From an optimization exercise on the open Yosys and OpenROAD flow, aimed at small area, a short achievable clock period and few clock cycles per item; shortcuts taken in it are not production practice.
Function was checked by simulation only, so behaviour that the tests miss may differ from the original.

==> inputs of 11-23 <==
Design bac_encoder, start of the top module:
module bac_encoder (
    input  wire       clk,
    input  wire       rst,
    input  wire       in_valid,
    output wire       in_ready,
    input  wire [1:0] in_kind,
    input  wire [7:0] in_byte,
    output wire       out_valid,
    input  wire       out_ready,
    output wire [7:0] out_byte
);
    wire adv;
    reg  [9:0] fq0, fq1;
    reg  [1:0] fcount;
    assign in_ready = (fcount != 2'd2);
    wire push = in_valid && in_ready;
    wire pop  = adv && (fcount != 2'd0);
    always @(posedge clk) begin
        if (rst) begin
            fcount <= 2'd0;
        end else begin
            fcount <= fcount + {1'b0, push} - {1'b0, pop};
            if (pop) begin
                fq0 <= (fcount == 2'd2) ? fq1 : {in_kind, in_byte};
                if (push) fq1 <= {in_kind, in_byte};
            end else if (push) begin
                if (fcount == 2'd0) fq0 <= {in_kind, in_byte};
                else fq1 <= {in_kind, in_byte};
            end
        end
    end
    wire       c_fin = fq0[9];
    wire [8:0] sym   = fq0[8] ? 9'd256 : {1'b0, fq0[7:0]};
    wire        tv, tfin;
    wire [14:0] tlo, thi, tt;
    bac_table u_table (
        .clk(clk), .rst(rst), .adv(adv), .pop(pop), .c_fin(c_fin), .sym(sym),
        .tv(tv), .tfin(tfin), .tlo(tlo), .thi(thi), .tt(tt));
    wire        cv, cfin;
    wire [32:0] qL, qH;
    bac_div u_div (
        .clk(clk), .rst(rst), .adv(adv),
        .tv(tv), .tfin(tfin), .tlo(tlo), .thi(thi), .tt(tt),
        .cv(cv), .cfin(cfin), .qL(qL), .qH(qH));
    bac_coder u_coder (
        .clk(clk), .rst(rst), .cv(cv), .cfin(cfin), .qL(qL), .qH(qH), .adv(adv),
        .out_valid(out_valid), .out_ready(out_ready), .out_byte(out_byte));
endmodule
Settings: LEC_CHECK=0, CAP_MARGIN=20, CORE_MARGIN=2, CORE_UTILIZATION=60, GPL_ROUTABILITY_DRIVEN=1, GPL_TIMING_DRIVEN=1, PLACE_DENSITY=0.75, SETUP_SLACK_MARGIN=5, SLEW_MARGIN=20, TNS_END_PERCENT=100; clock period 16.0 ns.
standard.sh (not shown) runs the stock make flow with config.mk's settings and CLKGATE_MAP_FILE= SYNTH_SCRIPT=/design/flow/synth_recipe.tcl, a recipe that flattens the netlist after the stock synthesis.
==> flow/flow/run.sh <==
#!/bin/bash
set -euo pipefail
MARGIN=${MARGIN:-6.5}
bash standard.sh synth > flow_synth.log 2>&1
if grep -q 'SETUP_SLACK_MARGIN=' standard.sh; then
  sed "s/SETUP_SLACK_MARGIN=[^ ']*/SETUP_SLACK_MARGIN=${MARGIN}/" standard.sh > standard_tight.sh
else
  sed "s/CLKGATE_MAP_FILE= /CLKGATE_MAP_FILE= SETUP_SLACK_MARGIN=${MARGIN} /" standard.sh > standard_tight.sh
fi
bash standard_tight.sh finish > flow_layout.log 2>&1
test -f out/final.def
==> inputs of 11-18, as changes to 11-23 <==
--- a/flow/design.v
+++ b/flow/design.v
@@ -254,17 +254,17 @@
     input  wire        cfin,
     input  wire [32:0] qL,
     input  wire [32:0] qH,
     output wire        adv,
     output reg         out_valid,
     input  wire        out_ready,
     output reg  [7:0]  out_byte
 );
-    localparam integer ACCW = 40;
+    localparam integer ACCW = 48;
     integer i;
     reg  [16:0] low;
     reg  [17:0] rng;       
     reg  [17:0] rngh;      
     wire [33:0] ppl [0:8];
     wire [33:0] pph [0:8];
     wire [7:0]  ngl, ngh;
     bac_booth u_bl (.r(rng),  .q(qL), .ng(ngl), .pp0(ppl[0]), .pp1(ppl[1]), .pp2(ppl[2]),
@@ -331,19 +331,19 @@
         for (i = 0; i < 17; i = i + 1)
             if (sd_x[i]) n1 = 5'd16 - i[4:0];
     end
     wire [4:0]  kk      = sd_n - n1;
     wire        sd_push = sd_fin || !sd_x[16];
     reg  [31:0] pacc;
     reg  [4:0]  padd;
     reg         prst;
-    wire [31:0] peff = (prst ? 32'd0 : pacc) + {27'd0, padd} + {31'd0, sd_fin};
+    wire [31:0] peff = (prst ? 32'd0 : pacc) + {27'd0, padd};
     wire        nd_b0   = sd_fin ? sd_fb : sd_low[16];
-    wire [31:0] nd_fc   = peff;
+    wire [31:0] nd_fc   = sd_fin ? (peff + 32'd1) : peff;
     wire [15:0] nd_rest = sd_fin ? 16'd0 : (sd_low[15:0] & ~(16'hFFFF >> (n1 - 5'd1)));
     wire [4:0]  nd_rl   = sd_fin ? 5'd0 : (n1 - 5'd1);
     wire        nd_pad  = sd_fin;
     reg  [1:0]  qcnt;
     reg         q0hb, q0b0, q0pad, q1hb, q1b0, q1pad;
     reg  [31:0] q0fc, q1fc;
     reg  [15:0] q0rest, q1rest;
     reg  [4:0]  q0rl, q1rl;
==> flow/flow/run.sh (replaced) <==
#!/bin/bash
set -euo pipefail
MARGIN=${MARGIN:-8}
bash standard.sh synth > flow_synth.log 2>&1
if grep -q 'SETUP_SLACK_MARGIN=' standard.sh; then
  sed "s/SETUP_SLACK_MARGIN=[^ ']*/SETUP_SLACK_MARGIN=${MARGIN}/" standard.sh > standard_tight.sh
else
  sed "s/CLKGATE_MAP_FILE= /CLKGATE_MAP_FILE= SETUP_SLACK_MARGIN=${MARGIN} /" standard.sh > standard_tight.sh
fi
bash standard_tight.sh finish > flow_layout.log 2>&1
test -f out/final.def
==> flow/config.mk (replaced) <==
export PLATFORM = sky130hd
export DESIGN_NAME = bac_encoder
export DESIGN_NICKNAME = bac_encoder
export VERILOG_FILES = /design/flow/design.v
export SDC_FILE = /design/flow/constraint.sdc
export NUM_CORES = 8
export LEC_CHECK = 0
export CAP_MARGIN = 20
export CORE_MARGIN = 2
export CORE_UTILIZATION = 45
export GPL_ROUTABILITY_DRIVEN = 1
export GPL_TIMING_DRIVEN = 1
export PLACE_DENSITY = 0.6
export SETUP_SLACK_MARGIN = 5
export SLEW_MARGIN = 20
export TNS_END_PERCENT = 100
==> inputs of 01-11, as changes to 11-23 <==
--- a/flow/design.v
+++ b/flow/design.v
@@ -254,17 +254,17 @@
     input  wire        cfin,
     input  wire [32:0] qL,
     input  wire [32:0] qH,
     output wire        adv,
     output reg         out_valid,
     input  wire        out_ready,
     output reg  [7:0]  out_byte
 );
-    localparam integer ACCW = 40;
+    localparam integer ACCW = 48;
     integer i;
     reg  [16:0] low;
     reg  [17:0] rng;       
     reg  [17:0] rngh;      
     wire [33:0] ppl [0:8];
     wire [33:0] pph [0:8];
     wire [7:0]  ngl, ngh;
     bac_booth u_bl (.r(rng),  .q(qL), .ng(ngl), .pp0(ppl[0]), .pp1(ppl[1]), .pp2(ppl[2]),
@@ -306,80 +306,71 @@
         end
         for (g = 0; g < 17; g = g + 1) begin : slg
             assign sel[g] = tm[17-g] & ~tm[16-g];
         end
     endgenerate
     assign sel[17] = tm[0];
     reg [15:0] lowsh;
     reg [17:0] rsh;
-    reg [4:0]  nsh;
+    reg [4:0]  nsh, n1;
     always @(*) begin
         lowsh = 16'd0;
         rsh   = 18'd0;
-        nsh   = 5'd0;
         for (i = 0; i < 18; i = i + 1) begin
             lowsh = lowsh | ({16{sel[i]}} & (lowp[15:0] << i));
             rsh   = rsh   | ({18{sel[i]}} & (rpre << i));
-            nsh   = nsh   | ({5{sel[i]}} & i[4:0]);
         end
-    end
-    reg         sd_v, sd_fin, sd_fb;
-    reg  [16:0] sd_low, sd_x;
-    reg  [4:0]  sd_n;
-    reg  [4:0]  n1;
-    always @(*) begin
+        nsh = 5'd0;
+        for (i = 0; i < 18; i = i + 1)
+            if (sel[i]) nsh = i[4:0];
         n1 = 5'd17;
         for (i = 0; i < 17; i = i + 1)
-            if (sd_x[i]) n1 = 5'd16 - i[4:0];
+            if (x[i]) n1 = 5'd16 - i[4:0];
     end
-    wire [4:0]  kk      = sd_n - n1;
-    wire        sd_push = sd_fin || !sd_x[16];
+    wire [4:0]  kk    = nsh - n1;
     reg  [31:0] pacc;
     reg  [4:0]  padd;
     reg         prst;
-    wire [31:0] peff = (prst ? 32'd0 : pacc) + {27'd0, padd} + {31'd0, sd_fin};
-    wire        nd_b0   = sd_fin ? sd_fb : sd_low[16];
-    wire [31:0] nd_fc   = peff;
-    wire [15:0] nd_rest = sd_fin ? 16'd0 : (sd_low[15:0] & ~(16'hFFFF >> (n1 - 5'd1)));
-    wire [4:0]  nd_rl   = sd_fin ? 5'd0 : (n1 - 5'd1);
-    wire        nd_pad  = sd_fin;
+    wire [31:0] peff = (prst ? 32'd0 : pacc) + {27'd0, padd};
     reg  [1:0]  qcnt;
     reg         q0hb, q0b0, q0pad, q1hb, q1b0, q1pad;
     reg  [31:0] q0fc, q1fc;
     reg  [15:0] q0rest, q1rest;
     reg  [4:0]  q0rl, q1rl;
+    assign adv = !cv || (qcnt != 2'd2);
+    wire go = cv && (qcnt != 2'd2);
+    wire        nd_v    = go && (cfin || (n1 != 5'd0));
+    wire        nd_b0   = cfin ? (low[16] | low[15]) : lowp[16];
+    wire [31:0] nd_fc   = cfin ? (peff + 32'd1) : peff;
+    wire [15:0] nd_rest = cfin ? 16'd0 : (lowp[15:0] & ~(16'hFFFF >> (n1 - 5'd1)));
+    wire [4:0]  nd_rl   = cfin ? 5'd0 : (n1 - 5'd1);
+    wire        nd_pad  = cfin;
     reg  [ACCW-1:0] acc;
     reg  [6:0]      cnt;
     wire        dsv      = (qcnt != 2'd0);
     wire        fast     = (q0fc[31:4] == 28'd0);
     wire [5:0]  hlen     = fast ? ({5'd0, q0hb} + {1'b0, q0fc[4:0]}) : ({5'd0, q0hb} + 6'd16);
     wire [6:0]  clen     = {1'b0, hlen} + (fast ? {2'b0, q0rl} : 7'd0);
     wire        space_ok = ({1'b0, cnt} + {1'b0, clen}) <= ACCW;
     wire        ins      = dsv && space_ok;
     wire        consume  = ins && fast;
     wire [31:0] hmask = ~(32'hFFFFFFFF >> hlen);
     wire [31:0] hbits = (q0hb ? {q0b0, {31{~q0b0}}} : {32{~q0b0}}) & hmask;
     wire [31:0] rbits = fast ? ({q0rest, 16'd0} >> hlen) : 32'd0;
     wire [31:0] chunk = hbits | rbits;
     wire [ACCW-1:0] acc_i = ins ? (acc | ({chunk, {(ACCW-32){1'b0}}} >> cnt)) : acc;
-    wire [6:0]      cnt_i0 = ins ? cnt + clen : cnt;
-    wire [6:0]      cnt_i = (consume && q0pad) ? ((cnt_i0 + 7'd7) & 7'h78) : cnt_i0;
+    wire [6:0]      cnt_a = ins ? cnt + clen : cnt;
+    wire [6:0]      cnt_i = (consume && q0pad) ? ((cnt_a + 7'd7) & 7'h78) : cnt_a;
     wire            mv    = (!out_valid || out_ready) && (cnt_i >= 7'd8);
-    wire stall_d = sd_v && sd_push && (qcnt == 2'd2) && !consume;
-    wire fire_d  = sd_v && !stall_d;
-    wire push    = fire_d && sd_push;
-    assign adv = !cv || !stall_d;
-    wire go = cv && !stall_d;
     always @(posedge clk) begin
         if (rst) begin
             low       <= 17'd0;
             rng       <= 18'h20000;
             rngh      <= 18'h20000;
-            sd_v      <= 1'b0;
             pacc      <= 32'd0;
             padd      <= 5'd0;
             prst      <= 1'b1;
             qcnt      <= 2'd0;
             acc       <= {ACCW{1'b0}};
             cnt       <= 7'd0;
             out_valid <= 1'b0;
             out_byte  <= 8'd0;
@@ -389,74 +380,61 @@
                 out_valid <= 1'b1;
                 acc       <= acc_i << 8;
                 cnt       <= cnt_i - 7'd8;
             end else begin
                 if (out_ready) out_valid <= 1'b0;
                 acc <= acc_i;
                 cnt <= cnt_i;
             end
-            qcnt <= qcnt + {1'b0, push} - {1'b0, consume};
+            qcnt <= qcnt + {1'b0, nd_v} - {1'b0, consume};
             if (consume) begin
-                q0hb   <= (qcnt == 2'd2) ? q1hb   : 1'b1;
-                q0b0   <= (qcnt == 2'd2) ? q1b0   : nd_b0;
-                q0fc   <= (qcnt == 2'd2) ? q1fc   : nd_fc;
+                q0hb <= (qcnt == 2'd2) ? q1hb : 1'b1;
+                q0b0 <= (qcnt == 2'd2) ? q1b0 : nd_b0;
+                q0fc <= (qcnt == 2'd2) ? q1fc : nd_fc;
                 q0rest <= (qcnt == 2'd2) ? q1rest : nd_rest;
-                q0rl   <= (qcnt == 2'd2) ? q1rl   : nd_rl;
-                q0pad  <= (qcnt == 2'd2) ? q1pad  : nd_pad;
-                if (push) begin
+                q0rl <= (qcnt == 2'd2) ? q1rl : nd_rl;
+                q0pad <= (qcnt == 2'd2) ? q1pad : nd_pad;
+                if (nd_v) begin
                     q1hb <= 1'b1; q1b0 <= nd_b0; q1fc <= nd_fc;
                     q1rest <= nd_rest; q1rl <= nd_rl; q1pad <= nd_pad;
                 end
             end else begin
                 if (ins && !fast) begin
                     q0hb <= 1'b0;
                     q0fc <= q0fc - 32'd16;
                 end
-                if (push) begin
+                if (nd_v) begin
                     if (qcnt == 2'd0) begin
                         q0hb <= 1'b1; q0b0 <= nd_b0; q0fc <= nd_fc;
                         q0rest <= nd_rest; q0rl <= nd_rl; q0pad <= nd_pad;
                     end else begin
                         q1hb <= 1'b1; q1b0 <= nd_b0; q1fc <= nd_fc;
                         q1rest <= nd_rest; q1rl <= nd_rl; q1pad <= nd_pad;
                     end
                 end
             end
-            if (fire_d) begin
-                if (sd_fin) begin
-                    prst <= 1'b1;
-                    padd <= 5'd0;
-                end else begin
-                    padd <= kk;
-                    if (!sd_x[16]) begin
-                        prst <= 1'b1;
-                    end else begin
-                        prst <= 1'b0;
-                        pacc <= peff;
-                    end
-                end
-            end
-            if (!stall_d) begin
-                sd_v   <= go;
-                sd_fin <= cfin;
-                sd_fb  <= low[16] | low[15];
-                sd_low <= lowp;
-                sd_x   <= x;
-                sd_n   <= nsh;
-            end
             if (go) begin
                 if (cfin) begin
                     low  <= 17'd0;
                     rng  <= 18'h20000;
                     rngh <= 18'h20000;
+                    prst <= 1'b1;
+                    padd <= 5'd0;
                 end else begin
                     low  <= {1'b0, lowsh};
                     rng  <= rsh;
                     rngh <= rsh;
+                    padd <= kk;
+                    if (n1 != 5'd0) begin
+                        prst <= 1'b1;
+                    end else begin
+                        prst <= 1'b0;
+                        pacc <= peff;
+                    end
                 end
             end
         end
     end
 endmodule
 module bac_booth (
     input  wire [17:0] r,
     input  wire [32:0] q,
==> flow/flow/run.sh (replaced) <==
#!/bin/bash
set -euo pipefail
MARGIN=${MARGIN:-8}
bash standard.sh synth > flow_synth.log 2>&1
if grep -q 'SETUP_SLACK_MARGIN=' standard.sh; then
  sed "s/SETUP_SLACK_MARGIN=[^ ']*/SETUP_SLACK_MARGIN=${MARGIN}/" standard.sh > standard_tight.sh
else
  sed "s/CLKGATE_MAP_FILE= /CLKGATE_MAP_FILE= SETUP_SLACK_MARGIN=${MARGIN} /" standard.sh > standard_tight.sh
fi
bash standard_tight.sh finish > flow_layout.log 2>&1
test -f out/final.def
==> flow/config.mk (replaced) <==
export PLATFORM = sky130hd
export DESIGN_NAME = bac_encoder
export DESIGN_NICKNAME = bac_encoder
export VERILOG_FILES = /design/flow/design.v
export SDC_FILE = /design/flow/constraint.sdc
export NUM_CORES = 8
export LEC_CHECK = 0
export CAP_MARGIN = 20
export CORE_MARGIN = 2
export CORE_UTILIZATION = 45
export GPL_ROUTABILITY_DRIVEN = 1
export GPL_TIMING_DRIVEN = 1
export PLACE_DENSITY = 0.6
export SETUP_SLACK_MARGIN = 5
export SLEW_MARGIN = 20
export TNS_END_PERCENT = 100
==> notes.md <==
Core utilization: 01-11 < 11-18 < 11-23.
The lowest final area belongs to 11-23, the highest to 11-18.
==> figures <==
|  | 01-11 | 11-23 | 11-18 |
|---|---|---|---|
| Run status | finished clean | finished clean | finished clean |
| CLK BUF | 664 | 659 | 694 |
| Final worst-path setup slack | 6.092 ns | 6.449 ns | 6.262 ns |
| Final worst-path cycle share | 0.6192 | 0.5969 | 0.6087 |
| Post-DR wirelength/cell | 28.31 um | 28.25 um | 28.87 um |
| Share of layout cells above drive strength 1 | 0.1811 | 0.1312 | 0.2168 |
| Peak fanout along the critical path | 33 | 12 | 6 |
| Met1 Wirelength | 384.6 mm | 313.2 mm | 389.7 mm |
| Post-CTS resize count | 1612 | 480 | 2292 |
| Portion of synthesized cell area occupied by the leading cell type | 0.4989 | 0.5040 | 0.4971 |
Testbench counts of 11-23, summed over its fixed seeds: cycles 10,956, symbols 10,794.
Testbench counts of 11-18, summed over its fixed seeds: cycles 10,951, symbols 10,794.
Testbench counts of 01-11, summed over its fixed seeds: cycles 10,950, symbols 10,794.

[port drivers added, routing unchanged]
How much do the figures lean on ideal ports? The routed layouts below were timed once more, with nothing changed but the port constraints. Step 1, drivers: a clkbuf_16 drives clk and a buf_2 each remaining input, both assumed. Step 2 also shifts input and output timing later by t, the mid clock arrival at the registers, as if the neighbouring blocks saw the same clock. Three values: no drivers, after step 1, after step 2; two values: the first two.
run | t, ns | setup WS [ns] | worst register clock-pin slew, ns | pins driven straight from the clock port
11-23 | 1.185 | 6.449 / 6.449 / 6.449 | 0.07 / 0.07 | 1
11-18 | 1.211 | 6.262 / 6.262 / 6.262 | 0.07 / 0.07 | 1
01-11 | 1.197 | 6.092 / 6.092 / 6.092 | 0.07 / 0.07 | 1
After both steps setup and hold are still met in every run listed.
